This design comes from an exercise in tuning for small area on the open sky130 flow, not from production work.
Only simulation tests tie the RTL to the original design; equivalence was not proved.
Power figures rest on the tool's default switching activity, not on a simulated workload.

`flow/design.v`:
```
module pt6964_engine (
    input  wire        clk,
    input  wire        rst,
    input  wire [15:0] req,
    input  wire        req_valid,
    output wire        req_ready,
    output wire        rsp_valid,
    output wire [1:0]  rsp_status,
    output wire [15:0] rsp_data,
    output wire [3:0]  cs_n,
    output reg         sclk,
    output reg         mosi,
    input  wire        miso,
    input  wire [2:0]  obs_sel,
    output reg  [15:0] obs_data
);
    localparam [2:0] S_IDLE  = 3'd0;
    localparam [2:0] S_RESP  = 3'd1;
    localparam [2:0] S_BIDLE = 3'd2;    
    localparam [2:0] S_TX    = 3'd3;    
    localparam [2:0] S_WAIT  = 3'd4;    
    localparam [2:0] S_READ  = 3'd5;    
    localparam [2:0] S_CSHI  = 3'd6;    
    localparam [2:0] S_CLOSE = 3'd7;    
    localparam [1:0] K_NONE  = 2'd0;    
    localparam [1:0] K_BLD   = 2'd1;    
    localparam [1:0] K_KEY   = 2'd2;    
    localparam [1:0] K_RUN   = 2'd3;    
    localparam [6:0] Q0   = 7'b0010100;
    localparam [6:0] Q1   = 7'b0101000;   
    localparam [6:0] Q2   = 7'b1010001;   
    localparam [6:0] Q4   = 7'b1000111;   
    localparam [6:0] Q5   = 7'b0001111;
    localparam [6:0] Q53  = 7'b1001101;   
    localparam [6:0] Q103 = 7'b0111111;   
    reg  [1:0]  target;
    reg         phase_run;
    reg  [1:0]  status;
    reg  [7:0]  cmd_byte;
    reg         cmd_valid;
    reg  [15:0] keys;
    reg         keys_valid;
    reg         cs_act;
    reg  [2:0]  st;
    reg  [1:0]  kind;
    reg  [6:0]  s;
    reg  [16:0] sr;
    assign req_ready = (st == S_IDLE);
    assign rsp_valid = (st == S_RESP);
    assign rsp_status = status;
    assign rsp_data = (kind == K_BLD) ? {8'd0, cmd_byte} :
                      (kind == K_KEY) ? keys : 16'd0;
    assign cs_n = ~({3'd0, cs_act} << target);
    wire [3:0] op = req[15:12];
    wire [7:0] v  = req[7:0];
    wire       sb = req[11];
    wire o1 = op == 4'h1, o2 = op == 4'h2, o3 = op == 4'h3, o4 = op == 4'h4;
    wire o5 = op == 4'h5, o6 = op == 4'h6, o7 = op == 4'h7, o8 = op == 4'h8;
    wire o9 = op == 4'h9, oa = op == 4'hA, ob = op == 4'hB, oc = op == 4'hC;
    wire bld = o3 | o4 | o5 | o6 | o7;
    wire hi_nz = req[11:8] != 0;
    wire v_nz = v != 0;
    wire ill = (op == 0) | (op >= 13)
             | ((o1 | ob | oc) & (hi_nz | v_nz))
             | ((o2 | o8 | o9 | oa) & hi_nz)
             | (o3 & v_nz)
             | ((o4 | o5) & (req[10:8] != 0))
             | (o6 & (req[10:9] != 0))
             | (o7 & req[10]);
    wire seq = phase_run ? (o2 | o8 | o9 | oc | (bld & sb)) : (oa | ob);
    wire rng = ((o2 | o4) & (v[7:2] != 0)) | ((o5 | o9) & (v > 13)) |
               (o6 & (v[7:3] != 0)) | (o7 & (v[7:6] != 0));
    wire [1:0] dst = {ill | seq, ill | (~seq & rng)};
    wire ok = ~(ill | seq | rng);
    wire [7:0] vv = oa ? {v[0], v[1], v[2], v[3], v[4], v[5], v[6], v[7]} : v;
    wire [7:0] mask = {o5 | o9 | o6 | (o7 & req[9]),
                       o3 | o5 | o9 | oc | (o7 & req[8]),
                       2'b00,
                       (o3 & req[10]) | (o6 & req[8]),
                       o3 & ~req[9],
                       (o3 & ~req[8]) | oc,
                       1'b0};
    wire [7:0] dbyte = vv | mask;
    wire [1:0] dkind = bld ? K_BLD : oc ? K_KEY : (o9 | oa) ? K_RUN : K_NONE;
    wire       d_noev = o2 | (bld & ~sb);         
    wire lfsr_fb = s[6] ^ s[5];
    wire [6:0] s_inc = {s[5:0], lfsr_fb};
    wire at0   = (s == Q0);
    wire at1   = (s == Q1);
    wire at2   = (s == Q2);
    wire at5   = (s == Q5);
    wire at53  = (s == Q53);
    wire at103 = (s == Q103);
    wire in_tx   = (st == S_TX);
    wire in_read = (st == S_READ);
    wire bits    = in_tx || in_read;
    wire done    = in_read ? sr[0] : sr[8];    
    always @(posedge clk) begin
        case (st)
            S_IDLE: s <= oa ? Q1 : Q0;
            S_TX:   s <= at103 ? ((kind == K_KEY && done) ? Q4 : Q1) : s_inc;
            S_WAIT, S_READ: s <= at103 ? Q2 : s_inc;
            default: s <= s_inc;
        endcase
        if (st == S_IDLE || (st == S_WAIT && at103)) sr <= {1'b1, 8'd0, dbyte & {8{st == S_IDLE}}};
        else if (bits && at53) sr <= {in_tx ? sr[0] : miso, sr[16:1]};
        if (st == S_IDLE) kind <= ok ? dkind : K_NONE;
        if (rst) begin
            st <= S_IDLE;
            target <= 2'd0;
            phase_run <= 1'b0;
            status <= 2'd0;
            cmd_byte <= 8'd0;
            cmd_valid <= 1'b0;
            keys <= 16'd0;
            keys_valid <= 1'b0;
            cs_act <= 1'b0;
            sclk <= 1'b0;
            mosi <= 1'b0;
        end else begin
            case (st)
                S_IDLE: begin
                    if (req_valid) begin
                        if (!ok || d_noev) begin
                            st <= S_RESP;
                            status <= dst;
                            if (ok && bld) begin
                                cmd_byte <= dbyte;
                                cmd_valid <= 1'b1;
                            end
                            if (ok && o2) target <= v[1:0];
                        end else if (o1) st <= S_BIDLE;
                        else if (ob) st <= S_CLOSE;
                        else st <= S_TX;
                    end
                end
                S_RESP: st <= S_IDLE;
                S_CSHI: begin
                    cs_act <= 1'b0;
                    st <= S_RESP;
                    status <= 2'd0;
                    if (kind == K_BLD) begin
                        cmd_byte <= sr[16:9];
                        cmd_valid <= 1'b1;
                    end
                    if (kind == K_KEY) begin
                        keys <= sr[16:1];
                        keys_valid <= 1'b1;
                    end
                end
                S_CLOSE: begin
                    if (at0) cs_act <= 1'b0;
                    if (at1) mosi <= 1'b0;
                    if (at2) begin
                        st <= S_RESP;
                        status <= 2'd0;
                        phase_run <= 1'b0;
                    end
                end
                S_BIDLE: begin
                    if ({s[0], s[5]} == target) cs_act <= 1'b0;
                    if (at5) begin
                        mosi <= 1'b0;
                        st <= S_RESP;
                        status <= 2'd0;
                        phase_run <= 1'b0;
                    end
                end
                S_WAIT: begin
                    if (at103) st <= S_READ;
                end
                default: begin  
                    if (at0) cs_act <= 1'b1;
                    if (at1 && in_tx) mosi <= sr[0];
                    if (at2) sclk <= 1'b1;
                    if (at53) sclk <= 1'b0;
                    if (at103 && done) begin
                        if (in_read) st <= S_CSHI;
                        else if (kind == K_KEY) st <= S_WAIT;
                        else if (kind == K_RUN) begin
                            st <= S_RESP;
                            status <= 2'd0;
                            phase_run <= 1'b1;
                        end else st <= S_CSHI;
                    end
                end
            endcase
        end
    end
    wire os0 = obs_sel == 3'd0, os1 = obs_sel == 3'd1, os2 = obs_sel == 3'd2;
    wire os3 = obs_sel == 3'd3, os4 = obs_sel == 3'd4;
    always @(*) begin
        obs_data = ({16{os0}} & {11'd0, keys_valid, cmd_valid, phase_run, status})
                 | ({16{os1}} & {8'd0, cmd_byte})
                 | ({16{os2}} & keys)
                 | ({16{os3}} & {14'd0, target})
                 | ({16{os4}} & {10'd0, cs_n, mosi, sclk});
    end
endmodule
```
`flow/flow/run.sh`:
```
#!/bin/bash
# Layout flow: the standard ORFS flow (standard.sh) with
#  - synthesis mapping the combinational logic with an area-oriented ABC
#    script (flow/abc_min.script); registers are mapped as in standard synthesis
#  - sky130_fd_sc_hd__buf_1 as the port buffer on every input and output
#  - CTS with small clock buffers and no dummy loads
set -euo pipefail
W=$(pwd)
export FLOW_WORK=$W
sed "s|SYNTH_SCRIPT=[^ ]*|SYNTH_SCRIPT=$W/flow/synth_wrap.tcl|" standard.sh > std_custom.sh
export BUFFER_PORTS_ARGS="-buffer_cell sky130_fd_sc_hd__buf_1"
export CTS_ARGS="${CTS_ARGS_OVERRIDE:--sink_clustering_enable -repair_clock_nets -dont_use_dummy_load -buf_list sky130_fd_sc_hd__clkbuf_8}"
bash std_custom.sh > flow_make.log 2>&1
```
`flow/flow/abc_s1.script`:
```
strash
&get -n
&deepsyn -T 25 -S 1
&put
&get -n
&nf -p -R 1000
&put
```
`flow/flow/abc_s2.script`:
```
strash
&get -n
&deepsyn -T 25 -S 2
&put
&get -n
&nf -p -R 1000
&put
```
`flow/flow/abc_s3.script`:
```
strash
&get -n
&deepsyn -T 25 -S 3
&put
&get -n
&nf -p -R 1000
&put
```
`flow/flow/abc_s4.script`:
```
strash
&get -n
&deepsyn -T 25 -S 4
&put
&get -n
&nf -p -R 1000
&put
```
`flow/flow/synth_wrap.tcl`:
```
proc abc {args} {
  set rest {}
  set lib ""
  set skip 0
  set prev ""
  foreach a $args {
    if {$skip} { set skip 0; continue }
    if {$a eq "-script"} { set skip 1; continue }
    if {$prev eq "-liberty" && $lib eq ""} { set lib $a }
    lappend rest $a
    set prev $a
  }
  design -save abc_pre
  set best_area 1e18
  set best_script ""
  foreach sc [lsort [glob $::env(FLOW_WORK)/flow/abc_s*.script]] {
    design -load abc_pre
    yosys abc -script $sc {*}$rest
    set rpt [tee -q -s result.string stat -liberty $lib]
    if {[regexp {Chip area for module[^:]*:\s*([0-9.]+)} $rpt -> area]} {
      puts "abc script $sc: area $area"
      if {$area < $best_area} {
        set best_area $area
        set best_script $sc
        design -save abc_best
      }
    }
  }
  puts "abc: kept $best_script (area $best_area)"
  design -load abc_best
}
source $::env(FLOW_WORK)/synth_recipe.tcl
```
`flow/standard.sh`:
```
#!/bin/bash
# synth_recipe.tcl (not shown) runs the flow's synth.tcl, then flattens the netlist and writes it again
# the make line also repeats each setting of config.mk as NAME=value (left out here)
make -C /OpenROAD-flow-scripts/flow DESIGN_CONFIG=/design/flow/config.mk WORK_HOME=/design/flow/orfs CLKGATE_MAP_FILE= SYNTH_SCRIPT=/design/flow/synth_recipe.tcl "${@:-finish}"
```
`flow/config.mk`:
```
export PLATFORM = sky130hd
export DESIGN_NAME = pt6964_engine
export DESIGN_NICKNAME = pt6964_engine
export VERILOG_FILES = /design/flow/design.v
export SDC_FILE = /design/flow/constraint.sdc
export NUM_CORES = 4
export LEC_CHECK = 0
export ABC_AREA = 1
export CAP_MARGIN = 20
export CORE_MARGIN = 2
export CORE_UTILIZATION = 60
export SLEW_MARGIN = 20
```
`flow/constraint.sdc`:
```
create_clock -name core_clock -period 10.0 [get_ports {clk}]
set_input_delay 2.0000 -clock core_clock [delete_from_list [all_inputs] [get_ports {clk}]]
set_output_delay 2.0000 -clock core_clock [all_outputs]
set_load 0.01 [all_outputs]
```
==> results.ini, run 1 <==
[sta]
hold_viol = 0
hold_ws_ns = 0.472
setup_slack_ns = 4.28
skew_ns = 0.0249
setup_tns_ns = 0
setup_viol = 0
max_freq_ghz = 0.175
fin_crit_ns = 5.72
period_share_pct = 57.2
slew_violations = 0
worst_pin_slew_ns = 0.959
relSlewSlack_pct = 35.9
rsz0062_at_grt = no

[detailed_routing]
via_count = 3131
drt-total-wl_um = 8730
viasPerCell = 6.46
drtIter0Drc = 370
first_pass_iters = 7
detail-route-antenna-nets = 0
wire_per_inst_um = 18.0
remaining_drc_errors = 0

[critical_path]
crit_type = in2out
crit_path_end_kind = primary output
cp_max_fo = 15
cp_data_required_time_ns = 8.00
critPathLaunchType = input port
arrival_ns = 3.72

[synthesis]
synth.top_cell.area_share_pct = 34.0
ys_ff_latch = 63
synth_area_um2 = 3120
synthAdderAreaFrac_pct = 0
synth-compound-area-share_pct = 30.6
synth_edf_count = 10
ys_types = 48
synth_xor_area_share_pct = 0.281
synthTopCellsByArea = dfxtp_1, a22o_1, edfxtp_1
ys.flop_type = dfxtp_1
avgSynthCellArea_um2 = 9.11
ys_async_sr_fraction_pct = 0
syn-num-nets = 365
synth_mux_area_share_pct = 0.321
ys_seq_area_share_pct = 43.7
netlist_instances = 342
ys.warnings.count = 1
synth_top_family_by_area = compound AO/OA/AOI/OAI gates
yosys.area_share.simple_pct = 23.0
yosysTopAreaCell = dfxtp_1

[pwr]
p_switching_mw = 0.303
ir_drop_mv = 0.141
leakage_nw = 1.28
power_frac_seq_pct = 47.8
power_frac_clock_pct = 20.8
cell_internal_pwr_mw = 0.485
powerDensity_nw_per_um2 = 220
swShare_pct = 38.5
p_comb_share_pct = 31.5

[placed_design]
portBuffers = 64
place_congestion = 0.914
dp_slack_ns = 4.30
place_hpwl_um = 6530

[floorplanning]
chipWidth_um = 76.1
die_area_um2 = 5790
die_h_um = 76.1
start_util_pct = 61.4
num_rows = 26
io_pins = 65
core_region_area_um2 = 5070

[run_status]
outcome = complete, no violations

[global_route]
grtUsageMet3_pct = 5.09
grt_pass1_wl_um = 14400
grt_max_degree = 19
busiest_layer = met1
use_met2_pct = 45.5
use_met1_pct = 47.2
grt_pass1_vias = 2804
grt_usage_pct = 31.4
globalRoute.totalOverflow = 0
antenna_found_initial = 0

[cts]
post_cts_buffers = 0
hold_buffers = 0
ctsResizeCount = 0
h-tree-depth = 3
cts_tree = done
cts-root-buf = clkbuf_8
clock_path_buffers = 2
clock_sinks = 63
cts_made_buffers = 9
clkTransAtPathRegs_ns = 0.05
insertion_delay_ns = 0.34

[run]
drv_cap = 0

[final_layout]
fin_nets = 440
mostFrequentLayoutCells = buf_1, dfxtp_1, a22o_1, nor2_1, nand2_1
final_common_cell = buf_1
layout-drive-gt1-share_pct = 2.89
insertedDiodeCount = 0
area_growth_pct = 14.7

[hold_path]
min_path_type = reg2reg

cell type report:
class	instances	area (um2)
Sequential cell	63	1360
Multi-Input combinational cell	261	1700
Timing Repair Buffer	64	240
Fill cell	446	1500
Tap cell	70	87.6
Inverter	18	67.6
Clock buffer	9	124
cell families (layout without fill, tap and decap cells):
kind of cell / count (synthesis) / count (layout)
mux: 1 / 1
compound gates: 124 / 124
xor+xnor: 1 / 1
buf+inv: 18 / 91
flops: 63 / 63
simple gates: 135 / 135
power groups by stage:
stage	clock network [mW]	logic, mW	registers, mW
floorplan	0	0.175	0.356
finish	0.163	0.248	0.376
global route	0.175	0.279	0.381
detailed placement	0	0.243	0.378
CTS	0.164	0.244	0.373
global placement	0	0.238	0.376
critical path: stages:
cell,delay [ns]
buf_1,0.13
nor2b_1,0.23
nor2b_1,0.79
a222oi_1,0.27
nand2_1,0.13
buf_1,0.16
per-layer routing:
layer  up-vias  routed length, um
met2       174               3770
li1       1478                  -
met5         -                  0
met4         0                143
met1      1465               4080
met3        14                737
cells in the mapped netlist, types with 3 or more instances:
library cell and number:
clkinv_1 18, a22o_1 38, o21ai_0 11, a222oi_1 11
nand2_1 24, nor3_1 8, nand3b_1 4, edfxtp_1 10
or2_0 3, a221o_1 6, a211oi_1 5, dfxtp_1 53
nor3b_1 3, a21o_1 8, nor2b_1 14, nand2b_1 3
nor4_1 3, nor2_1 30, a22oi_1 3, and2_0 20
a21oi_1 22, nand3_1 9, nand4_1 5
final timing paths:
kind | slack, ns | endpoint | from | cells past startpoint
worst max-delay path | 4.28 | obs_data[1] | obs_sel[1] | 6
worst min-delay path | 0.47 | keys_valid | keys_valid | 2
worst max register to register | 6.53 | sr[16] | st[2] | 7
worst min register to register | 0.47 | keys_valid | keys_valid | 2
registers in the layout (all words and copies together), names as in the netlist:
register,cells
target,2
kind,2
s,7
cmd_byte,8
mosi,1
sr,17
cs_act,1
status,2
cmd_valid,1
sclk,1
phase_run,1
keys,16
st,3
keys_valid,1
metrics by stage:
step	util [%]	power (mW)	std cells	instance area (um2)
5_1_grt	70.5	0.835	485	3580
2_1_floorplan	-	0.531	342	3120
3_3_place_gp	67.9	0.614	476	3440
3_5_place_dp	67.9	0.622	476	3440
4_1_cts	70.3	0.782	485	3570
6_report	70.5	0.788	485	3580
==> run 2, diff against run 1 <==
--- a/flow/flow/run.sh
+++ b/flow/flow/run.sh
@@ -9,5 +9,5 @@
 export FLOW_WORK=$W
 sed "s|SYNTH_SCRIPT=[^ ]*|SYNTH_SCRIPT=$W/flow/synth_wrap.tcl|" standard.sh > std_custom.sh
 export BUFFER_PORTS_ARGS="-buffer_cell sky130_fd_sc_hd__buf_1"
-export CTS_ARGS="${CTS_ARGS_OVERRIDE:--sink_clustering_enable -repair_clock_nets -dont_use_dummy_load -buf_list sky130_fd_sc_hd__clkbuf_8}"
+export CTS_ARGS="-sink_clustering_enable -repair_clock_nets -dont_use_dummy_load -sink_clustering_size 5 -buf_list sky130_fd_sc_hd__clkbuf_4"
 bash std_custom.sh > flow_make.log 2>&1
==> run 2 against run 1 <==
Wire length grew 2.3%. Clock-buffer cell count is the same. Clock power shrank 24%. Die area grew 0.75%. Via count grew 2.8%. Maximum frequency grew 4.3%.
==> results.ini, run 2 <==
[run_status]
outcome = complete, no violations

[cts]
h-tree-depth = 3  ; unchanged
clock_path_buffers = 2  ; unchanged
hold_buffers = 0  ; unchanged
cts_tree = done
clkTransAtPathRegs_ns = 0.07  ; +0.02 ns
post_cts_buffers = 0  ; unchanged
clock_sinks = 63  ; unchanged
insertion_delay_ns = 0.43  ; +0.09 ns
cts_made_buffers = 9  ; unchanged
ctsResizeCount = 0  ; unchanged
cts-root-buf = clkbuf_4

[global_route]
grt_pass1_vias = 2883  ; +2.8%
globalRoute.totalOverflow = 0  ; unchanged
grt_max_degree = 18  ; -1
grt_pass1_wl_um = 14800  ; +3.1%
grt_usage_pct = 32.1  ; +0.67 points
antenna_found_initial = 0  ; unchanged

[pwr]
leakage_nw = 1.30  ; +1.8%
p_switching_mw = 0.303  ; -0.15%
powerDensity_nw_per_um2 = 209  ; -5.0%
power_frac_seq_pct = 49.5  ; +1.7 points
ir_drop_mv = 0.118  ; -16%
power_frac_clock_pct = 16.5  ; -4.3 points
p_comb_share_pct = 34.0  ; +2.5 points
cell_internal_pwr_mw = 0.447  ; -7.8%
swShare_pct = 40.4  ; +1.9 points

[critical_path]
arrival_ns = 3.48  ; -0.24 ns
cp_max_fo = 8  ; -7
crit_path_end_kind = primary output
cp_data_required_time_ns = 8.00  ; about the same
reg2reg_slack_ns = 6.95  ; +0.42 ns
crit_type = in2out
critPathLaunchType = input port

[sta]
period_share_pct = 54.8  ; -2.4 points
setup_tns_ns = 0  ; unchanged
setup_slack_ns = 4.52  ; +0.236 ns
slew_violations = 0  ; unchanged
setup_viol = 0  ; unchanged
max_freq_ghz = 0.182  ; +4.3%
fin_crit_ns = 5.48  ; -0.236 ns
rsz0062_at_grt = no
worst_pin_slew_ns = 1.03  ; +0.0683 ns
hold_ws_ns = 0.489  ; +0.0174 ns
hold_viol = 0  ; unchanged
relSlewSlack_pct = 31.3  ; -4.6 points
skew_ns = 0.0412  ; +0.0162 ns

[final_layout]
mostFrequentLayoutCells = buf_1, dfxtp_1, nand2_1, a22o_1, nor2_1
insertedDiodeCount = 0  ; unchanged
largestRegisters = sr (17), keys (16), cmd_byte (8)
final_common_cell = buf_1
largest_reg_flops = 17  ; unchanged
layout.cells.non_filler = 502  ; +3.5%
layout-drive-gt1-share_pct = 3.70  ; +0.81 points
fin_nets = 457  ; +3.9%
area_growth_pct = 14.0
top_register = sr

[floorplanning]
chipWidth_um = 76.4  ; +0.37%
die_area_um2 = 5830  ; +0.75%
num_rows = 26  ; unchanged
core_region_area_um2 = 5070  ; unchanged
start_util_pct = 61.9  ; +0.49 points
io_pins = 65  ; unchanged
die_h_um = 76.4  ; +0.37%

[synthesis]
synth.most_common_cell = dfxtp_1
ys_ff_latch = 63  ; unchanged
synthTopCellsByCount = dfxtp_1, nand2_1, a22o_1
synth_edf_count = 10  ; unchanged
synthTopCellsByArea = dfxtp_1, edfxtp_1, a22o_1
synth_area_um2 = 3140  ; +0.80%
synth.top_cell.area_share_pct = 33.8  ; -0.27 points
yosysTopAreaCell = dfxtp_1
syn-num-nets = 378  ; +3.6%
avgSynthCellArea_um2 = 8.85  ; -2.9%
ys_seq_area_share_pct = 43.3  ; -0.35 points
ys_types = 43  ; -10%
ys.flop_type = dfxtp_1
ys.warnings.count = 1  ; unchanged
ys_async_sr_fraction_pct = 0  ; unchanged
netlist_instances = 355  ; +3.8%

[detailed_routing]
via_count = 3220  ; +2.8%
drtIter0Drc = 323  ; -13%
wire_per_inst_um = 17.8  ; -1.2%
viasPerCell = 6.41  ; -0.64%
drt-total-wl_um = 8930  ; +2.3%
first_pass_iters = 5  ; -2
remaining_drc_errors = 0  ; unchanged
detail-route-antenna-nets = 0  ; unchanged

[run]
drv_cap = 0  ; unchanged

[placed_design]
dp_cells = 493  ; +3.6%
place_congestion = 0.966  ; +5.7%
dp_slack_ns = 4.53  ; +0.226 ns
portBuffers = 64  ; unchanged
place_hpwl_um = 6530  ; about the same

[hold_path]
min_path_type = reg2reg

## run 2: cell types whose count changed in the layout (fill, tap and decap cells not counted), sizes merged, moves of 4 or more
cell | previous run | this run
nand2 | 24 | 35
nor3 | 8 | 15
a22oi | 3 | 9
a21o | 8 | 3
a22o | 38 | 33
nand2b | 3 | 8
nor2b | 14 | 9
a211oi | 5 | 1
a31oi | 2 | 6
buf | 64 | 68
o21ai | 11 | 15
## run 2: final cells by class
type | instances | area [um2]
Multi-Input combinational cell | 275 | 1730
Timing Repair Buffer | 68 | 270
Fill cell | 453 | 1490
Tap cell | 70 | 87.6
Clock buffer | 9 | 67.6
Sequential cell | 63 | 1360
Inverter | 17 | 63.8
## run 2: worst max-delay path, cell delays in order
cell	delay (ns)
buf_1	0.15
nor3b_1	0.84
a222oi_1	0.16
nand2_1	0.16
buf_1	0.17
## run 2: through the flow
| step | utilization [%] | power (mW) | cell area (um2) |
|---|---|---|---|
| final | 70.6 | 0.749 | 3580 |
| after global routing | 70.6 | 0.801 | 3580 |
| after CTS | 70.5 | 0.747 | 3580 |
| after detailed placement | 69.2 | 0.624 | 3510 |
| after global placement | 69.2 | 0.622 | 3510 |
| after floorplan | - | 0.536 | 3140 |
## run 2: power groups by stage
stage	logic, mW	registers (mW)	clock network (mW)
floorplan	0.178	0.357	0
global placement	0.246	0.376	0
detailed placement	0.249	0.375	0
CTS	0.251	0.370	0.126
global route	0.285	0.379	0.137
finish	0.254	0.371	0.124
## run 2: logic make-up after synthesis
family | synth area share [%]
mux | 0.637
compound gates | 27.7
flops | 43.3
buf+inv | 2.03
xor+xnor | 0.836
simple gates | 25.4
## run 2: metal layers
metal  track usage [%]  part of all wire [%]  vias to the layer above  wire (um)
li1                  -                     -                     1528          -
met1              43.9                    42                     1484       3790
met2              50.0                    46                      193       4100
met3              7.35                   9.9                       15        880
met4              11.5                   1.7                        0        156
met5                 0                     0                        -          0
## run 2: worst paths after layout
check | start | depth (start not counted) | to
worst min register to register | cmd_valid | 2 | cmd_valid
worst max-delay path | obs_sel[0] | 5 | obs_data[1]
worst max register to register | st[1] | 5 | sr[0]
worst min-delay path | cmd_valid | 2 | cmd_valid
==> run 3, diff against run 2 <==
--- a/flow/config.mk
+++ b/flow/config.mk
@@ -8,5 +8,6 @@
 export ABC_AREA = 1
 export CAP_MARGIN = 20
 export CORE_MARGIN = 2
-export CORE_UTILIZATION = 60
+export CORE_UTILIZATION = 75
+export PLACE_DENSITY = 0.8
 export SLEW_MARGIN = 20
==> run 3 against run 2 <==
Maximum frequency down 2.3%. Synthesized area unchanged. Still clean on timing, DRC and antenna. First-iteration DRC count up 46%. Die area down 19%. Final area down 0.91%. Flip-flop and latch count unchanged. Power up 0.70%. Synthesized cell count unchanged. Combinational power up 2%. Global-route usage up 8.5 points. Largest cell class unchanged.
==> results.ini, run 3 <==
[final_layout]
fin_nets = 455  ; -0.44%
largestRegisters = sr (17), keys (16), cmd_byte (8)
finalCoreUtilization_pct = 88.1  ; +18 points
insertedDiodeCount = 0  ; unchanged
final_common_cell = buf_1
area_growth_pct = 13.0
mostFrequentLayoutCells = buf_1, dfxtp_1, nand2_1, a22o_1, nor2_1
top_register = sr
layout-drive-gt1-share_pct = 3.72  ; +0.017 points
largest_reg_flops = 17  ; unchanged

[sta]
max_freq_ghz = 0.178  ; -2.3%
hold_viol = 0  ; unchanged
setup_tns_ns = 0  ; unchanged
relSlewSlack_pct = 32.0  ; +0.64 points
setup_viol = 0  ; unchanged
skew_ns = 0.0270  ; -0.0142 ns
fin_crit_ns = 5.61  ; +0.128 ns
rsz0062_at_grt = no
worst_pin_slew_ns = 1.01  ; -0.0176 ns
period_share_pct = 56.1  ; +1.3 points
slew_violations = 0  ; unchanged

[synthesis]
synthTopCellsByArea = dfxtp_1, edfxtp_1, a22o_1
ys_seq_area_share_pct = 43.3  ; unchanged
synth.most_common_cell = dfxtp_1
syn-num-nets = 378  ; unchanged
yosysTopAreaCell = dfxtp_1
ys.warnings.count = 1  ; unchanged
ys_types = 43  ; unchanged
ys.flop_type = dfxtp_1
synth_edf_count = 10  ; unchanged
synth_area_um2 = 3140  ; unchanged
ys_ff_latch = 63  ; unchanged
synth.top_cell.area_share_pct = 33.8  ; unchanged
avgSynthCellArea_um2 = 8.85  ; unchanged
synthTopCellsByCount = dfxtp_1, nand2_1, a22o_1
ys_async_sr_fraction_pct = 0  ; unchanged
netlist_instances = 355  ; unchanged

[critical_path]
critPathLaunchType = input port
reg2reg_slack_ns = 6.87  ; -0.08 ns
critPathMaxStageDelay_ns = 0.70  ; -0.14 ns
crit_path_end_kind = primary output
r2r-start = st[1]
arrival_ns = 3.61  ; +0.13 ns
rr_worst_depth = 5  ; unchanged
crit_path_top_delay_cell = nor3b_1
cp_max_fo = 9  ; +1
rr_endpoint = sr[1]
crit_type = in2out
crit_chain = buf_1 > nor3b_1 > buf_4 > a222oi_1 > nand3_1 > buf_1
crit_path_frequent_cell = buf_1
cp_data_required_time_ns = 8.00  ; about the same

[hold_path]
holdPathEnd = cmd_valid
whs_path_depth = 2  ; unchanged
min-delay-start = cmd_valid
min_path_type = reg2reg

[global_route]
grt_max_degree = 18  ; unchanged
antenna_found_initial = 0  ; unchanged
globalRoute.totalOverflow = 0  ; unchanged
grt_pass1_vias = 2922  ; +1.4%
grt_pass1_wl_um = 13800  ; -7.1%
grt_usage_pct = 40.6  ; +8.5 points

[placed_design]
place_congestion = 0.949  ; -1.8%
portBuffers = 64  ; unchanged
place_hpwl_um = 6690  ; +2.5%

[floorplanning]
start_util_pct = 78.0  ; +16 points
io_pins = 65  ; unchanged
core_region_area_um2 = 4030  ; -21%
num_rows = 23  ; -12%
chipWidth_um = 68.7  ; -10%
die_h_um = 68.7  ; -10%
die_area_um2 = 4720  ; -19%

[cts]
clock_sinks = 63  ; unchanged
post_cts_buffers = 0  ; unchanged
cts_tree = done
hold_buffers = 0  ; unchanged
insertion_delay_ns = 0.42  ; about the same
cts_made_buffers = 9  ; unchanged
h-tree-depth = 3  ; unchanged
ctsResizeCount = 0  ; unchanged
clkTransAtPathRegs_ns = 0.08  ; about the same
clock_path_buffers = 2  ; unchanged
cts-root-buf = clkbuf_4

[pwr]
power.total_mw = 0.755  ; +0.70%
powerDensity_nw_per_um2 = 213  ; +1.6%
leakage_nw = 1.29  ; -0.71%
ir_drop_mv = 0.159  ; +35%

[detailed_routing]
drtIter0Drc = 472  ; +46%
first_pass_iters = 9  ; +4
drt-total-wl_um = 9250  ; +3.5%
remaining_drc_errors = 0  ; unchanged
wire_per_inst_um = 19.3  ; +8.3%
viasPerCell = 7.06  ; +10%
detail-route-antenna-nets = 0  ; unchanged
via_count = 3390  ; +5.3%

[run_status]
outcome = complete, no violations

[run]
drv_cap = 0  ; unchanged

-- run 3: cell types whose count changed in the layout (fill, tap and decap cells not counted) --
cell / change
buf_4: -2
nor3_1: -1
nor2b_1: -1
nor3_2: +1
nor2b_2: +1
-- run 3: how the worst max path moves through the flow --
stage / from / slack [ns] / cells after the start / to
floorplan: obs_sel[0] / 4.76 / 3 / obs_data[0]
global placement: obs_sel[1] / 4.53 / 6 / obs_data[0]
detailed placement: obs_sel[1] / 4.41 / 6 / obs_data[0]
CTS: obs_sel[1] / 4.40 / 6 / obs_data[0]
global route: obs_sel[1] / 4.17 / 6 / obs_data[0]
finish: obs_sel[1] / 4.39 / 6 / obs_data[0]
-- run 3: logic make-up after synthesis --
group / synth area share [%]
simple gates: 25.4
compound gates: 27.7
flops: 43.3
buf+inv: 2.03
xor+xnor: 0.836
mux: 0.637
-- run 3: cell type report --
cell class,instances,area [um2]
timing repair buffer,66,255
inverter,17,63.8
tap,50,62.6
clock buffer,9,67.6
sequential,63,1360
multi-input combinational,275,1740
fill,232,479
-- run 3: per-layer routing --
| layer | up-vias | track usage (%) | part of all wire [%] | wire length [um] |
|---|---|---|---|---|
| li1 | 1520 | - | - | - |
| met2 | 281 | 62.4 | 46 | 4220 |
| met4 | 0 | 24.3 | 5.4 | 501 |
| met1 | 1517 | 50.3 | 37 | 3460 |
| met5 | - | 0 | 0 | 0 |
| met3 | 72 | 12.0 | 11 | 1060 |
-- run 3: metrics by stage --
stage	hold WS (ns)	cells	setup slack, ns	area (um2)
3_5_place_dp	0.460	471	4.41	3470
5_1_grt	0.504	480	4.17	3550
6_report	0.481	480	4.39	3550
2_1_floorplan	0.415	355	4.76	3140
4_1_cts	0.470	480	4.40	3540
3_3_place_gp	0.452	471	4.53	3470
-- run 3: where the power goes --
| group | internal [mW] | switching (mW) | total [mW] |
|---|---|---|---|
| registers | 0.317 | 0.0590 | 0.376 |
| logic | 0.0865 | 0.172 | 0.258 |
| clock network | 0.0417 | 0.0794 | 0.121 |
-- run 3: critical path, delay by kind of cell --
kind | cells | cell delay (ns)
AND/OR/NAND/NOR | 2 | 0.87
buffers and inverters | 3 | 0.61
AO/OA/AOI/OAI | 1 | 0.13
==> run 4, diff against run 3 <==
--- a/flow/flow/run.sh
+++ b/flow/flow/run.sh
@@ -9,5 +9,5 @@
 export FLOW_WORK=$W
 sed "s|SYNTH_SCRIPT=[^ ]*|SYNTH_SCRIPT=$W/flow/synth_wrap.tcl|" standard.sh > std_custom.sh
 export BUFFER_PORTS_ARGS="-buffer_cell sky130_fd_sc_hd__buf_1"
-export CTS_ARGS="-sink_clustering_enable -repair_clock_nets -dont_use_dummy_load -sink_clustering_size 5 -buf_list sky130_fd_sc_hd__clkbuf_4"
+export CTS_ARGS="-sink_clustering_enable -repair_clock_nets -dont_use_dummy_load -sink_clustering_size 6 -sink_clustering_max_diameter 40 -buf_list {sky130_fd_sc_hd__clkbuf_4 sky130_fd_sc_hd__clkbuf_8}"
 bash std_custom.sh > flow_make.log 2>&1
--- a/flow/config.mk
+++ b/flow/config.mk
@@ -8,6 +8,5 @@
 export ABC_AREA = 1
 export CAP_MARGIN = 20
 export CORE_MARGIN = 2
-export CORE_UTILIZATION = 75
-export PLACE_DENSITY = 0.8
+export CORE_UTILIZATION = 60
 export SLEW_MARGIN = 20
==> run 4 against run 3 <==
Final cell count increased by 4.6%. Largest power group unchanged. Still clean on timing, DRC and antenna. Critical path depth down 1. Worst hold slack improved by 0.0046 ns.
==> results.ini, run 4 <==
[floorplanning]
die_h_um = 76.4  ; +11%
num_rows = 26  ; +13%
chipWidth_um = 76.4  ; +11%
io_pins = 65  ; unchanged
core_region_area_um2 = 5070  ; +26%
start_util_pct = 61.9  ; -16 points
die_area_um2 = 5830  ; +23%

[synthesis]
ys.warnings.count = 1  ; unchanged
synth_area_um2 = 3140  ; unchanged
synth_mux_area_share_pct = 0.637  ; unchanged
synth.top_cell.area_share_pct = 33.8  ; unchanged
syn-num-nets = 378  ; unchanged
ys.flop_type = dfxtp_1
synth_xor_area_share_pct = 0.836  ; unchanged
synthAdderAreaFrac_pct = 0  ; unchanged
synthTopCellsByCount = dfxtp_1, nand2_1, a22o_1
avgSynthCellArea_um2 = 8.85  ; unchanged
synth_top_family_by_area = compound AO/OA/AOI/OAI gates
ys_seq_area_share_pct = 43.3  ; unchanged
synth.most_common_cell = dfxtp_1
synth_edf_count = 10  ; unchanged
ys_types = 43  ; unchanged
ys_ff_latch = 63  ; unchanged
synth-compound-area-share_pct = 27.7  ; unchanged
yosysTopAreaCell = dfxtp_1
ys_async_sr_fraction_pct = 0  ; unchanged
netlist_instances = 355  ; unchanged
yosys.area_share.simple_pct = 25.4  ; unchanged
synthTopCellsByArea = dfxtp_1, edfxtp_1, a22o_1

[global_route]
antenna_found_initial = 0  ; unchanged
grt_usage_pct = 32.4  ; -8.2 points
grt_pass1_vias = 2898  ; -0.82%
busiest_layer = met2
use_met2_pct = 50.6  ; -12 points
grtUsageMet3_pct = 8.53  ; -3.5 points
grt_max_degree = 18  ; unchanged
use_met1_pct = 43.6  ; -6.7 points
globalRoute.totalOverflow = 0  ; unchanged
grt_pass1_wl_um = 14900  ; +8.2%

[critical_path]
crit_type = in2out
arrival_ns = 3.46  ; -0.15 ns
crit_path_end_kind = primary output
cp_data_required_time_ns = 8.00  ; about the same
cp_max_fo = 8  ; -1
critPathLaunchType = input port

[pwr]
swShare_pct = 39.1  ; -2.0 points
ir_drop_mv = 0.144  ; -9.7%
power_frac_seq_pct = 46.8  ; -3.0 points
powerDensity_nw_per_um2 = 219  ; +2.9%
p_comb_share_pct = 32.1  ; -2.1 points
power.total_mw = 0.798  ; +5.7%
power_frac_clock_pct = 21.0  ; +5.0 points
p_switching_mw = 0.312  ; +0.62%
leakage_nw = 1.33  ; +3.4%
cell_internal_pwr_mw = 0.486  ; +9.2%

[placed_design]
place_hpwl_um = 6530  ; -2.5%
place_congestion = 0.966  ; +1.8%
portBuffers = 64  ; unchanged
dp_slack_ns = 4.53  ; +0.117 ns
dpl_cell_area_um2 = 3510  ; +1.2%

[sta]
skew_ns = 0.0239  ; -0.00310 ns
slew_violations = 0  ; unchanged
rsz0062_at_grt = no
setup_viol = 0  ; unchanged
period_share_pct = 54.6  ; -1.5 points
setup_tns_ns = 0  ; unchanged
max_freq_ghz = 0.183  ; +2.7%
worst_pin_slew_ns = 1.02  ; +0.00624 ns
relSlewSlack_pct = 32.1  ; +0.15 points
hold_viol = 0  ; unchanged
fin_crit_ns = 5.46  ; -0.148 ns
setup_slack_ns = 4.54  ; +0.148 ns

[detailed_routing]
wire_per_inst_um = 17.9  ; -7.0%
via_count = 3208  ; -5.4%
drtIter0Drc = 432  ; -8.5%
first_pass_iters = 5  ; -4
remaining_drc_errors = 0  ; unchanged
drt-total-wl_um = 8990  ; -2.7%
detail-route-antenna-nets = 0  ; unchanged
viasPerCell = 6.39  ; -9.5%

[final_layout]
largest_reg_flops = 17  ; unchanged
largestRegisters = sr (17), keys (16), cmd_byte (8)
finalCoreUtilization_pct = 71.9  ; -16 points
top_register = sr
final_common_cell = buf_1
fin_area_um2 = 3650  ; +2.7%
fin_nets = 457  ; +0.44%
mostFrequentLayoutCells = buf_1, dfxtp_1, nand2_1, a22o_1, nor2_1
layout-drive-gt1-share_pct = 3.70  ; -0.017 points
insertedDiodeCount = 0  ; unchanged
area_growth_pct = 16.1

[cts]
clock_sinks = 63  ; unchanged
cts_made_buffers = 9  ; unchanged
h-tree-depth = 3  ; unchanged
hold_buffers = 0  ; unchanged
cts_tree = done
clkTransAtPathRegs_ns = 0.05  ; -0.03 ns
post_cts_buffers = 0  ; unchanged
clock_path_buffers = 2  ; unchanged
cts-root-buf = clkbuf_8
ctsResizeCount = 0  ; unchanged
insertion_delay_ns = 0.35  ; -0.07 ns

[run_status]
outcome = complete, no violations

[hold_path]
min_path_type = reg2reg

[run]
drv_cap = 0  ; unchanged

## run 4: cell count changes in the layout (fill, tap and decap cells not counted)
| cell | previous run | this run |
|---|---|---|
| nor3_2 | 1 | 0 |
| buf_4 | 2 | 4 |
| nor2b_2 | 1 | 0 |
| nor4b_4 | 0 | 1 |
| nor3_1 | 14 | 15 |
| clkbuf_4 | 9 | 0 |
| clkbuf_8 | 0 | 9 |
| nor4b_2 | 1 | 0 |
| nor2b_1 | 8 | 9 |
## run 4: area by class of cell
type	instances	area, um2
clock buffer	9	124
multi-input combinational	275	1740
timing repair buffer	68	270
sequential	63	1360
fill	440	1430
tap	70	87.6
inverter	17	63.8
## run 4: per-layer routing
metal	up-vias	share of wire, %
li1	1521	-
met1	1484	43
met2	184	47
met3	19	8.9
met4	0	1.9
met5	-	0
## run 4: power by group through the flow
stage / registers, mW / logic (mW) / clock network, mW
CTS: 0.370 / 0.252 / 0.169
global placement: 0.376 / 0.246 / 0
finish: 0.373 / 0.256 / 0.168
floorplan: 0.357 / 0.178 / 0
detailed placement: 0.375 / 0.249 / 0
global route: 0.380 / 0.286 / 0.179
## run 4: metrics by stage
step,hold slack [ns],std cells
after floorplan,0.415,355
after global placement,0.456,493
after detailed placement,0.469,493
after CTS,0.479,502
after global routing,0.489,502
final,0.486,502
## run 4: cells by family after synthesis
| group | after synthesis |
|---|---|
| AOI/OAI and AO/OA | 116 |
| xor gates and xnor gates | 3 |
| buffers and inverters | 17 |
| DFF | 63 |
| muxes | 2 |
| and+or+nand+nor | 154 |
## run 4: path summary, 6_finish.rpt
check                                 from           to  slack (ns)  cells past startpoint
worst max-delay path            obs_sel[0]  obs_data[1]        4.54                      5
worst min-delay path             cmd_valid    cmd_valid        0.49                      2
worst max register to register       st[1]        sr[0]        7.04                      5
worst min register to register   cmd_valid    cmd_valid        0.49                      2
## run 4: critical path, stage by stage
cell and delay [ns]:
buf_1 0.15, nor3b_1 0.85, a222oi_1 0.16, nand2_1 0.14
buf_1 0.16
==> run 5, diff against run 4 <==
--- a/flow/flow/run.sh
+++ b/flow/flow/run.sh
@@ -9,5 +9,5 @@
 export FLOW_WORK=$W
 sed "s|SYNTH_SCRIPT=[^ ]*|SYNTH_SCRIPT=$W/flow/synth_wrap.tcl|" standard.sh > std_custom.sh
 export BUFFER_PORTS_ARGS="-buffer_cell sky130_fd_sc_hd__buf_1"
-export CTS_ARGS="-sink_clustering_enable -repair_clock_nets -dont_use_dummy_load -sink_clustering_size 6 -sink_clustering_max_diameter 40 -buf_list {sky130_fd_sc_hd__clkbuf_4 sky130_fd_sc_hd__clkbuf_8}"
+export CTS_ARGS="-repair_clock_nets -dont_use_dummy_load -buf_list sky130_fd_sc_hd__clkbuf_4"
 bash std_custom.sh > flow_make.log 2>&1
==> run 5 against run 4 <==
Largest cell class unchanged. Worst setup slack got worse by 0.020 ns. Combinational power is essentially flat. First-iteration DRC count down 25%. Register-to-register slack got worse by 0.09 ns. Still clean on timing, DRC and antenna. Largest power group unchanged. Worst hold slack improved by 0.0035 ns. Clock-buffer cell count stayed put. Critical path depth is the same. Critical endpoint unchanged. Maximum frequency decreased by 0.36%.
==> results.ini, run 5 <==
[run_status]
outcome = complete, no violations

[synthesis]
synthTopCellsByArea = dfxtp_1, edfxtp_1, a22o_1
ys_async_sr_fraction_pct = 0  ; unchanged
ys.warnings.count = 1  ; unchanged
ys_ff_latch = 63  ; unchanged
ys_seq_area_share_pct = 43.3  ; unchanged
synth.most_common_cell = dfxtp_1
synth_area_um2 = 3140  ; unchanged
syn-num-nets = 378  ; unchanged
netlist_instances = 355  ; unchanged
ys.flop_type = dfxtp_1
yosysTopAreaCell = dfxtp_1
synthTopCellsByCount = dfxtp_1, nand2_1, a22o_1
avgSynthCellArea_um2 = 8.85  ; unchanged
synth.top_cell.area_share_pct = 33.8  ; unchanged
ys_types = 43  ; unchanged
synth_edf_count = 10  ; unchanged

[pwr]
ir_drop_mv = 0.118  ; -18%
powerDensity_nw_per_um2 = 209  ; -4.3%
leakage_nw = 1.30  ; -2.6%

[cts]
clock_path_buffers = 2  ; unchanged
cts_tree = done
insertion_delay_ns = 0.43  ; +0.08 ns
cts-root-buf = clkbuf_4
h-tree-depth = 3  ; unchanged
cts_made_buffers = 9  ; unchanged
clock_sinks = 63  ; unchanged
hold_buffers = 0  ; unchanged
clkTransAtPathRegs_ns = 0.07  ; +0.02 ns
ctsResizeCount = 0  ; unchanged
post_cts_buffers = 0  ; unchanged

[detailed_routing]
remaining_drc_errors = 0  ; unchanged
via_count = 3220  ; +0.37%
first_pass_iters = 5  ; unchanged
wire_per_inst_um = 17.8  ; -0.68%
detail-route-antenna-nets = 0  ; unchanged
drt-total-wl_um = 8930  ; -0.68%
drtIter0Drc = 323  ; -25%
viasPerCell = 6.41  ; +0.37%

[placed_design]
dpl_cell_area_um2 = 3510  ; unchanged
place_hpwl_um = 6530  ; unchanged
place_congestion = 0.966  ; unchanged
portBuffers = 64  ; unchanged

[global_route]
grt_pass1_wl_um = 14800  ; -0.56%
antenna_found_initial = 0  ; unchanged
grt_pass1_vias = 2883  ; -0.52%
grt_max_degree = 18  ; unchanged
globalRoute.totalOverflow = 0  ; unchanged
grt_usage_pct = 32.1  ; -0.28 points

[final_layout]
final_common_cell = buf_1
fin_nets = 457  ; unchanged
insertedDiodeCount = 0  ; unchanged
area_growth_pct = 14.0
top_register = sr
layout-drive-gt1-share_pct = 3.70  ; unchanged
largestRegisters = sr (17), keys (16), cmd_byte (8)
largest_reg_flops = 17  ; unchanged
mostFrequentLayoutCells = buf_1, dfxtp_1, nand2_1, a22o_1, nor2_1
fin_area_um2 = 3580  ; -1.8%
fill_cells = 453  ; +3.0%

[run]
drv_cap = 0  ; unchanged

[sta]
hold_viol = 0  ; unchanged
skew_ns = 0.0412  ; +0.0173 ns
fin_crit_ns = 5.48  ; +0.0200 ns
setup_tns_ns = 0  ; unchanged
period_share_pct = 54.8  ; +0.20 points
worst_pin_slew_ns = 1.03  ; +0.0114 ns
setup_viol = 0  ; unchanged
max_freq_ghz = 0.182  ; -0.36%
slew_violations = 0  ; unchanged
hold_ws_ns = 0.489  ; +0.00350 ns
relSlewSlack_pct = 31.3  ; -0.79 points
rsz0062_at_grt = no

[critical_path]
cp_max_fo = 8  ; unchanged
arrival_ns = 3.48  ; +0.02 ns
cp_data_required_time_ns = 8.00  ; about the same
critPathLaunchType = input port
crit_type = in2out
crit_path_end_kind = primary output

[floorplanning]
die_area_um2 = 5830  ; unchanged
num_rows = 26  ; unchanged
die_h_um = 76.4  ; unchanged
io_pins = 65  ; unchanged
core_region_area_um2 = 5070  ; unchanged
chipWidth_um = 76.4  ; unchanged
start_util_pct = 61.9  ; unchanged

[hold_path]
min_path_type = reg2reg

-- run 5: cells by family after synthesis --
family                    count (synthesis)  share of synthesized area, %
DFF                                      63                          43.3
AOI/OAI and AO/OA                       116                          27.7
buffers and inverters                    17                          2.03
and+or+nand+nor                         154                          25.4
muxes                                     2                         0.637
xor gates and xnor gates                  3                         0.836
-- run 5: critical path, cell delays in order --
cell	delay (ns)
buf_1	0.15
nor3b_1	0.84
a222oi_1	0.16
nand2_1	0.16
buf_1	0.17
-- run 5: layout make-up --
class / instances / area, um2 / area share, %
repair buffers: 68 / 270 / 7.54
multi-input cells: 275 / 1730 / 48.3
flip-flops and latches: 63 / 1360 / 38.0
well taps: 70 / 87.6 / 2.44
inverters: 17 / 63.8 / 1.78
clock buffers: 9 / 67.6 / 1.89
-- run 5: layer usage --
| layer | track usage (%) | vias to the layer above | part of all wire [%] |
|---|---|---|---|
| met2 | 50.0 | 193 | 46 |
| met1 | 43.9 | 1484 | 42 |
| met4 | 11.5 | 0 | 1.7 |
| met3 | 7.35 | 15 | 9.9 |
| li1 | - | 1528 | - |
| met5 | 0 | - | 0 |
-- run 5: path summary, 6_finish.rpt --
check / slack [ns] / start / cells past startpoint / endpoint
worst min-delay path: 0.49 / cmd_valid / 2 / cmd_valid
worst min register to register: 0.49 / cmd_valid / 2 / cmd_valid
worst max register to register: 6.95 / st[1] / 5 / sr[0]
worst max-delay path: 4.52 / obs_sel[0] / 5 / obs_data[1]
-- run 5: power by group --
| group | total [mW] | switching [mW] | internal (mW) | leakage (nW) |
|---|---|---|---|---|
| Clock | 0.124 | 0.0820 | 0.0417 | 0.0414 |
| Sequential | 0.371 | 0.0547 | 0.317 | 0.531 |
| Combinational | 0.254 | 0.166 | 0.0884 | 0.726 |
-- run 5: through the flow --
step	utilization, %	power, mW	worst slack [ns]	instances
final	70.6	0.749	4.52	502
after global routing	70.6	0.801	4.27	502
after CTS	70.5	0.747	4.54	502
after detailed placement	69.2	0.624	4.53	493
after global placement	69.2	0.622	4.60	493
after floorplan	-	0.536	4.76	355
==> run 6, diff against run 5 <==
--- a/flow/flow/run.sh
+++ b/flow/flow/run.sh
@@ -9,5 +9,5 @@
 export FLOW_WORK=$W
 sed "s|SYNTH_SCRIPT=[^ ]*|SYNTH_SCRIPT=$W/flow/synth_wrap.tcl|" standard.sh > std_custom.sh
 export BUFFER_PORTS_ARGS="-buffer_cell sky130_fd_sc_hd__buf_1"
-export CTS_ARGS="-repair_clock_nets -dont_use_dummy_load -buf_list sky130_fd_sc_hd__clkbuf_4"
+export CTS_ARGS="-sink_clustering_enable -repair_clock_nets -dont_use_dummy_load -sink_clustering_size 5 -sink_clustering_max_diameter 15 -buf_list sky130_fd_sc_hd__clkbuf_4"
 bash std_custom.sh > flow_make.log 2>&1
==> run 6 against run 5 <==
Still clean. Synthesized cell count is the same. Register-to-register slack is essentially flat. Worst setup slack is the same. Final area is the same. Non-clock buffer count is the same. Power is the same. Flip-flop and latch count is the same. Critical path depth is the same.
==> results.ini, run 6 <==
[critical_path]
crit_path_top_delay_cell = nor3b_1
crit_path_frequent_cell = buf_1
crit_path_end_kind = primary output
critPathLaunchType = input port
crit_type = in2out
cp_max_fo = 8  ; unchanged
arrival_ns = 3.48  ; about the same
reg2reg_slack_ns = 6.95  ; about the same
crit_chain = buf_1 > nor3b_1 > a222oi_1 > nand2_1 > buf_1
cp_data_required_time_ns = 8.00  ; about the same
critPathMaxStageDelay_ns = 0.84  ; about the same

[floorplanning]
num_rows = 26  ; unchanged
die_h_um = 76.4  ; unchanged
die_area_um2 = 5830  ; unchanged
start_util_pct = 61.9  ; unchanged
io_pins = 65  ; unchanged
core_region_area_um2 = 5070  ; unchanged
chipWidth_um = 76.4  ; unchanged

[final_layout]
layout-drive-gt1-share_pct = 3.70  ; unchanged
mostFrequentLayoutCells = buf_1, dfxtp_1, nand2_1, a22o_1, nor2_1
fin_area_um2 = 3580  ; unchanged
final_common_cell = buf_1
fin_nets = 457  ; unchanged
area_growth_pct = 14.0  ; unchanged
top_register = sr
insertedDiodeCount = 0  ; unchanged
largestRegisters = sr (17), keys (16), cmd_byte (8)
largest_reg_flops = 17  ; unchanged

[synthesis]
synth_area_um2 = 3140  ; unchanged
ys_ff_latch = 63  ; unchanged
ys.flop_type = dfxtp_1
synth_edf_count = 10  ; unchanged
synth.top_cell.area_share_pct = 33.8  ; unchanged
synth.most_common_cell = dfxtp_1
netlist_instances = 355  ; unchanged
synthTopCellsByArea = dfxtp_1, edfxtp_1, a22o_1
ys_types = 43  ; unchanged
syn-num-nets = 378  ; unchanged
yosysTopAreaCell = dfxtp_1
ys_seq_area_share_pct = 43.3  ; unchanged
avgSynthCellArea_um2 = 8.85  ; unchanged
ys_async_sr_fraction_pct = 0  ; unchanged
synthTopCellsByCount = dfxtp_1, nand2_1, a22o_1
ys.warnings.count = 1  ; unchanged

[global_route]
use_met2_pct = 50.0  ; unchanged
use_met1_pct = 43.9  ; unchanged
globalRoute.totalOverflow = 0  ; unchanged
grt_max_degree = 18  ; unchanged
grt_pass1_wl_um = 14800  ; unchanged
grtUsageMet3_pct = 7.35  ; unchanged
grt_usage_pct = 32.1  ; unchanged
antenna_found_initial = 0  ; unchanged
grt_pass1_vias = 2883  ; unchanged
busiest_layer = met2

[detailed_routing]
wire_per_inst_um = 17.8  ; unchanged
viasPerCell = 6.41  ; unchanged
via_count = 3220  ; unchanged
first_pass_iters = 5  ; unchanged
detail-route-antenna-nets = 0  ; unchanged
drt-total-wl_um = 8930  ; unchanged
drtIter0Drc = 323  ; unchanged
remaining_drc_errors = 0  ; unchanged

[sta]
max_freq_ghz = 0.182  ; unchanged
skew_ns = 0.0412  ; unchanged
worst_pin_slew_ns = 1.03  ; unchanged
setup_viol = 0  ; unchanged
period_share_pct = 54.8  ; unchanged
fin_crit_ns = 5.48  ; unchanged
hold_ws_ns = 0.489  ; unchanged
slew_violations = 0  ; unchanged
rsz0062_at_grt = no
relSlewSlack_pct = 31.3  ; unchanged
hold_viol = 0  ; unchanged
setup_tns_ns = 0  ; unchanged

[cts]
cts_tree = done
ctsResizeCount = 0  ; unchanged
clock_sinks = 63  ; unchanged
h-tree-depth = 3  ; unchanged
post_cts_buffers = 0  ; unchanged
clkTransAtPathRegs_ns = 0.07  ; about the same
cts-root-buf = clkbuf_4
insertion_delay_ns = 0.43  ; about the same
cts_made_buffers = 9  ; unchanged
hold_buffers = 0  ; unchanged
clock_path_buffers = 2  ; unchanged

[pwr]
ir_drop_mv = 0.118  ; unchanged
powerDensity_nw_per_um2 = 209  ; unchanged
power.total_mw = 0.749  ; unchanged
leakage_nw = 1.30  ; unchanged

[placed_design]
place_congestion = 0.966  ; unchanged
place_hpwl_um = 6530  ; unchanged
portBuffers = 64  ; unchanged
dpl_cell_area_um2 = 3510  ; unchanged

[run_status]
outcome = complete, no violations

[hold_path]
min_path_type = reg2reg

[run]
drv_cap = 0  ; unchanged

[run 6: cell counts after synthesis]
No cell type changed its count.
[run 6: worst max-delay path: cells and delay by family]
family                 cells  cell delay, ns
AOI/OAI and AO/OA          1            0.16
buffers and inverters      2            0.32
and+or+nand+nor            2            1.00
[run 6: final timing paths]
check	from	to	depth (start not counted)
hold / removal	cmd_valid	cmd_valid	2
hold reg to reg	cmd_valid	cmd_valid	2
setup / recovery	obs_sel[0]	obs_data[1]	5
setup reg to reg	st[1]	sr[0]	5
[run 6: layout make-up]
cell class,count,area (um2)
well taps,70,87.6
fillers,453,1490
multi-input cells,275,1730
repair buffers,68,270
inverters,17,63.8
flip-flops and latches,63,1360
clock buffers,9,67.6
[run 6: kinds of logic (layout without fill, tap and decap cells)]
kind of cell	count (synthesis)	count (layout)	share of synthesized area, %
AO/OA/AOI/OAI	116	116	27.7
XOR/XNOR	3	3	0.836
buffers and inverters	17	94	2.03
flip-flops	63	63	43.3
multiplexers	2	2	0.637
AND/OR/NAND/NOR	154	154	25.4
[run 6: power by group]
| group | internal [mW] | switching (mW) |
|---|---|---|
| logic | 0.0884 | 0.166 |
| clock network | 0.0417 | 0.0820 |
| registers | 0.317 | 0.0547 |
| total | 0.447 | 0.303 |
[run 6: routing by layer]
metal / vias to the layer above / share of wire, %
met5: - / 0
met4: 0 / 1.7
met3: 15 / 9.9
met2: 193 / 46
met1: 1484 / 42
li1: 1528 / -
[run 6: per-stage QoR]
step                util (%)  setup WS [ns]  cells
floorplan                  -           4.76    355
global placement        69.2           4.60    493
detailed placement      69.2           4.53    493
CTS                     70.5           4.54    502
global route            70.6           4.27    502
finish                  70.6           4.52    502
==> run 7, diff against run 6 <==
--- a/flow/flow/run.sh
+++ b/flow/flow/run.sh
@@ -9,5 +9,5 @@
 export FLOW_WORK=$W
 sed "s|SYNTH_SCRIPT=[^ ]*|SYNTH_SCRIPT=$W/flow/synth_wrap.tcl|" standard.sh > std_custom.sh
 export BUFFER_PORTS_ARGS="-buffer_cell sky130_fd_sc_hd__buf_1"
-export CTS_ARGS="-sink_clustering_enable -repair_clock_nets -dont_use_dummy_load -sink_clustering_size 5 -sink_clustering_max_diameter 15 -buf_list sky130_fd_sc_hd__clkbuf_4"
+export CTS_ARGS="-sink_clustering_enable -repair_clock_nets -dont_use_dummy_load -buf_list sky130_fd_sc_hd__clkbuf_8"
 bash std_custom.sh > flow_make.log 2>&1
==> flow/flow/abc_s1a.script (new file) <==
strash
&get -n
&deepsyn -J 200 -T 600 -S 1
&put
&get -n
&nf -p -R 1000
&put
==> flow/flow/abc_s1b.script (new file) <==
strash
&get -n
&deepsyn -J 200 -T 600 -S 1
&put
dch -f
map -a
topo
==> flow/flow/abc_s2a.script (new file) <==
strash
&get -n
&deepsyn -J 200 -T 600 -S 2
&put
&get -n
&nf -p -R 1000
&put
==> flow/flow/abc_s2b.script (new file) <==
strash
&get -n
&deepsyn -J 200 -T 600 -S 2
&put
dch -f
map -a
topo
==> flow/flow/abc_s3a.script (new file) <==
strash
&get -n
&deepsyn -J 200 -T 600 -S 3
&put
&get -n
&nf -p -R 1000
&put
==> flow/flow/abc_s3b.script (new file) <==
strash
&get -n
&deepsyn -J 200 -T 600 -S 3
&put
dch -f
map -a
topo
==> flow/flow/abc_s4a.script (new file) <==
strash
&get -n
&deepsyn -J 200 -T 600 -S 4
&put
&get -n
&nf -p -R 1000
&put
==> flow/flow/abc_s4b.script (new file) <==
strash
&get -n
&deepsyn -J 200 -T 600 -S 4
&put
dch -f
map -a
topo
removed: flow/flow/abc_s1.script
removed: flow/flow/abc_s2.script
removed: flow/flow/abc_s3.script
removed: flow/flow/abc_s4.script
==> run 7 against run 6 <==
Highest routed layer unchanged. First-iteration DRC count up 20%. Worst hold slack worse by 0.027 ns. Clock skew down 0.020 ns. Synthesized cell count down 5.1%. Final cell count down 4.0%. Register-to-register slack better by 0.12 ns. Maximum frequency down 3.6%. Sequential share of layout area up 0.11 points. Largest cell class unchanged. Clock power up 32%.
==> results.ini, run 7 <==
[cts]
cts_tree = done
clock_sinks = 63  ; unchanged
clkTransAtPathRegs_ns = 0.07  ; about the same
cts-root-buf = clkbuf_8
insertion_delay_ns = 0.34  ; -0.09 ns
hold_buffers = 0  ; unchanged
cts_made_buffers = 9  ; unchanged
clock_path_buffers = 2  ; unchanged
ctsResizeCount = 0  ; unchanged
h-tree-depth = 3  ; unchanged
post_cts_buffers = 0  ; unchanged

[floorplanning]
io_pins = 65  ; unchanged
die_h_um = 75.8  ; -0.75%
start_util_pct = 61.3  ; -0.59 points
chipWidth_um = 75.8  ; -0.75%
num_rows = 26  ; unchanged
core_region_area_um2 = 5040  ; -0.64%
die_area_um2 = 5740  ; -1.5%

[sta]
setup_slack_ns = 4.32  ; -0.203 ns
setup_tns_ns = 0  ; unchanged
max_freq_ghz = 0.176  ; -3.6%
slew_violations = 0  ; unchanged
relSlewSlack_pct = 37.0  ; +5.7 points
rsz0062_at_grt = no
worst_pin_slew_ns = 0.942  ; -0.0849 ns
setup_viol = 0  ; unchanged
hold_viol = 0  ; unchanged
period_share_pct = 56.8  ; +2.0 points
fin_crit_ns = 5.68  ; +0.203 ns
hold_ws_ns = 0.462  ; -0.0269 ns
skew_ns = 0.0215  ; -0.0197 ns

[detailed_routing]
detail-route-antenna-nets = 0  ; unchanged
via_count = 3222  ; +0.062%
first_pass_iters = 8  ; +3
viasPerCell = 6.68  ; +4.2%
wire_per_inst_um = 19.2  ; +7.7%
drt-total-wl_um = 9230  ; +3.4%
remaining_drc_errors = 0  ; unchanged
drtIter0Drc = 388  ; +20%

[critical_path]
critPathMaxStageDelay_ns = 0.77  ; -0.07 ns
reg2reg_slack_ns = 7.07  ; +0.12 ns
rr_endpoint = sr[1]
arrival_ns = 3.68  ; +0.20 ns
cp_data_required_time_ns = 8.00  ; about the same
crit_family = simple AND/OR/NAND/NOR gates
cp.depth = 6  ; +1
cp_max_fo = 15  ; +7
rr_worst_depth = 6  ; +1
cp_num_buf_inv = 2  ; unchanged
crit_chain = buf_1 > nor2b_1 > nor2b_1 > a222oi_1 > nand2_1 > buf_1
r2r-start = st[2]
critPathLaunchType = input port
crit_path_end_kind = primary output
crit_type = in2out
crit_path_top_delay_cell = nor2b_1

[final_layout]
insertedDiodeCount = 0  ; unchanged
top_register = sr
layout-drive-gt1-share_pct = 3.40  ; -0.31 points
multi_input_area_um2 = 1650  ; -4.5%
fin_area_um2 = 3570  ; -0.28%
area_growth_pct = 15.5
mostFrequentLayoutCells = buf_1, dfxtp_1, a22o_1, nor2_1, clkinv_1
ff_latch_area_um2 = 1360  ; unchanged
largestRegisters = sr (17), keys (16), cmd_byte (8)
final_common_cell = buf_1
largest_reg_flops = 17  ; unchanged
fin_nets = 437  ; -4.4%
fill_cells = 415  ; -8.4%

[run_status]
outcome = complete, no violations

[synthesis]
synth_area_um2 = 3090  ; -1.6%
ys_seq_area_share_pct = 44.0  ; +0.70 points
avgSynthCellArea_um2 = 9.17  ; +3.7%
ys_ff_latch = 63  ; unchanged
synthTopCellsByCount = dfxtp_1, a22o_1, nor2_1
ys_async_sr_fraction_pct = 0  ; unchanged
synth.top_cell.area_share_pct = 34.3  ; +0.55 points
netlist_instances = 337  ; -5.1%
syn-num-nets = 360  ; -4.8%
synthTopCellsByArea = dfxtp_1, a22o_1, edfxtp_1
synth.most_common_cell = dfxtp_1
ys.warnings.count = 1  ; unchanged
synth_edf_count = 10  ; unchanged
yosysTopAreaCell = dfxtp_1
ys_types = 42  ; -2.3%
ys.flop_type = dfxtp_1

[run]
drv_cap = 0  ; unchanged

[global_route]
use_met1_pct = 45.7  ; +1.8 points
grt_pass1_wl_um = 13900  ; -5.8%
use_met2_pct = 51.1  ; +1.1 points
grt_usage_pct = 33.3  ; +1.2 points
grtUsageMet3_pct = 9.52  ; +2.2 points
busiest_layer = met2
globalRoute.totalOverflow = 0  ; unchanged
antenna_found_initial = 0  ; unchanged
grt_pass1_vias = 2763  ; -4.2%
grt_max_degree = 19  ; +1

[placed_design]
place_hpwl_um = 6640  ; +1.7%
dpl_cell_area_um2 = 3440  ; -2.0%
portBuffers = 64  ; unchanged
dp_slack_ns = 4.32  ; -0.209 ns
place_congestion = 0.909  ; -5.9%

[hold_path]
holdPathEnd = cmd_valid
min_path_type = reg2reg
min-delay-start = cmd_valid
whs_path_depth = 2  ; unchanged

[pwr]
ir_drop_mv = 0.101  ; -15%
powerDensity_nw_per_um2 = 162  ; -23%
leakage_nw = 1.22  ; -6.3%

## run 7: changes by cell type after synthesis, moves of 6 or more
cell,before,now
and2_0,20,12
o21ai_0,15,9
clkinv_1,17,24
nor2b_1,9,17
a22oi_1,9,3
nand2_1,35,12
## run 7: power breakdown
| group | leakage [nW] | internal, mW | total (mW) | switching [mW] |
|---|---|---|---|---|
| clock network | 0.0647 | 0.0799 | 0.164 | 0.0837 |
| logic | 0.622 | 0.0365 | 0.109 | 0.0728 |
| registers | 0.530 | 0.284 | 0.306 | 0.0220 |
## run 7: metal layers
| layer | wire, um | up-vias | part of all wire, % |
|---|---|---|---|
| met1 | 3920 | 1519 | 42 |
| met5 | 0 | - | 0 |
| met4 | 131 | 0 | 1.4 |
| met2 | 4210 | 216 | 46 |
| met3 | 963 | 16 | 10 |
| li1 | - | 1471 | - |
## run 7: final cells by class
| class | instances | area share (%) |
|---|---|---|
| Sequential cell | 63 | 38.1 |
| Timing Repair Buffer | 66 | 7.15 |
| Tap cell | 70 | 2.45 |
| Multi-Input combinational cell | 250 | 46.3 |
| Inverter | 24 | 2.52 |
| Clock buffer | 9 | 3.47 |
## run 7: cell families after synthesis
logic type / after synthesis / share of synthesized area (%)
simple gates: 129 / 22.4
compound gates: 118 / 29.8
flops: 63 / 44.0
buf+inv: 24 / 2.91
xor+xnor: 3 / 0.850
## run 7: stage by stage
stage	utilization (%)	power, mW	cells
after detailed placement	68.3	0.416	473
after global placement	68.2	0.414	473
final	70.8	0.579	482
after floorplan	-	0.373	337
after CTS	70.7	0.575	482
after global routing	70.8	0.603	482
## run 7: worst max path at each step
stage / end / from / slack, ns
global placement: obs_data[4] / obs_sel[0] / 4.37
global route: obs_data[0] / obs_sel[1] / 4.14
CTS: obs_data[4] / obs_sel[0] / 4.31
floorplan: obs_data[0] / obs_sel[1] / 5.00
finish: obs_data[0] / obs_sel[1] / 4.32
detailed placement: obs_data[4] / obs_sel[0] / 4.32
## run 7: worst register-to-register path, delay by kind of cell, from the launching register on
family	cells	cell delay (ns)
compound gates	1	0.65
buf+inv	2	0.73
simple gates	3	0.51
flops	1	0.65

-- separate check: timing with driven ports --
In the flow no input, the clock included, has a driving cell. The finished layouts below were timed again as built, in two steps.
Step 1, drivers: a clkbuf_16 drives clk and a buf_2 each remaining input, both assumed.
Step 2 times the ports against the registers' clock, not the clock port: input delays grow and output delays shrink by t, the midpoint of the rising clock arrivals with the driver on.
Slacks: ideal / step 1 / step 2; pairs: ideal / step 1.
| run | t, ns | setup WS [ns] | worst hold slack (ns) | worst setup path after step 2 | latest minus earliest clock arrival (ns) |
|---|---|---|---|---|---|
| run 1 | 0.360 | 4.284 / 4.258 / 4.258 | 0.472 / 0.472 / 0.472 | input to output | 0.025 / 0.025 |
| run 2 | 0.435 | 4.520 / 4.490 / 4.490 | 0.489 / 0.489 / 0.489 | input to output | 0.041 / 0.041 |
| run 3 | 0.431 | 4.392 / 4.355 / 4.355 | 0.481 / 0.481 / 0.481 | input to output | 0.027 / 0.027 |
| run 4 | 0.368 | 4.540 / 4.512 / 4.512 | 0.486 / 0.486 / 0.486 | input to output | 0.024 / 0.024 |
| run 5 | 0.435 | 4.520 / 4.490 / 4.490 | 0.489 / 0.489 / 0.489 | input to output | 0.041 / 0.041 |
| run 6 | 0.435 | 4.520 / 4.490 / 4.490 | 0.489 / 0.489 / 0.489 | input to output | 0.041 / 0.041 |
| run 7 | 0.361 | 4.317 / 4.289 / 4.289 | 0.462 / 0.462 / 0.462 | input to output | 0.021 / 0.021 |
After both steps setup and hold are still met in every run listed. For run 3, which loses most, drivers alone change the setup slack by -0.037 ns; drivers and shift together by -0.037 ns.
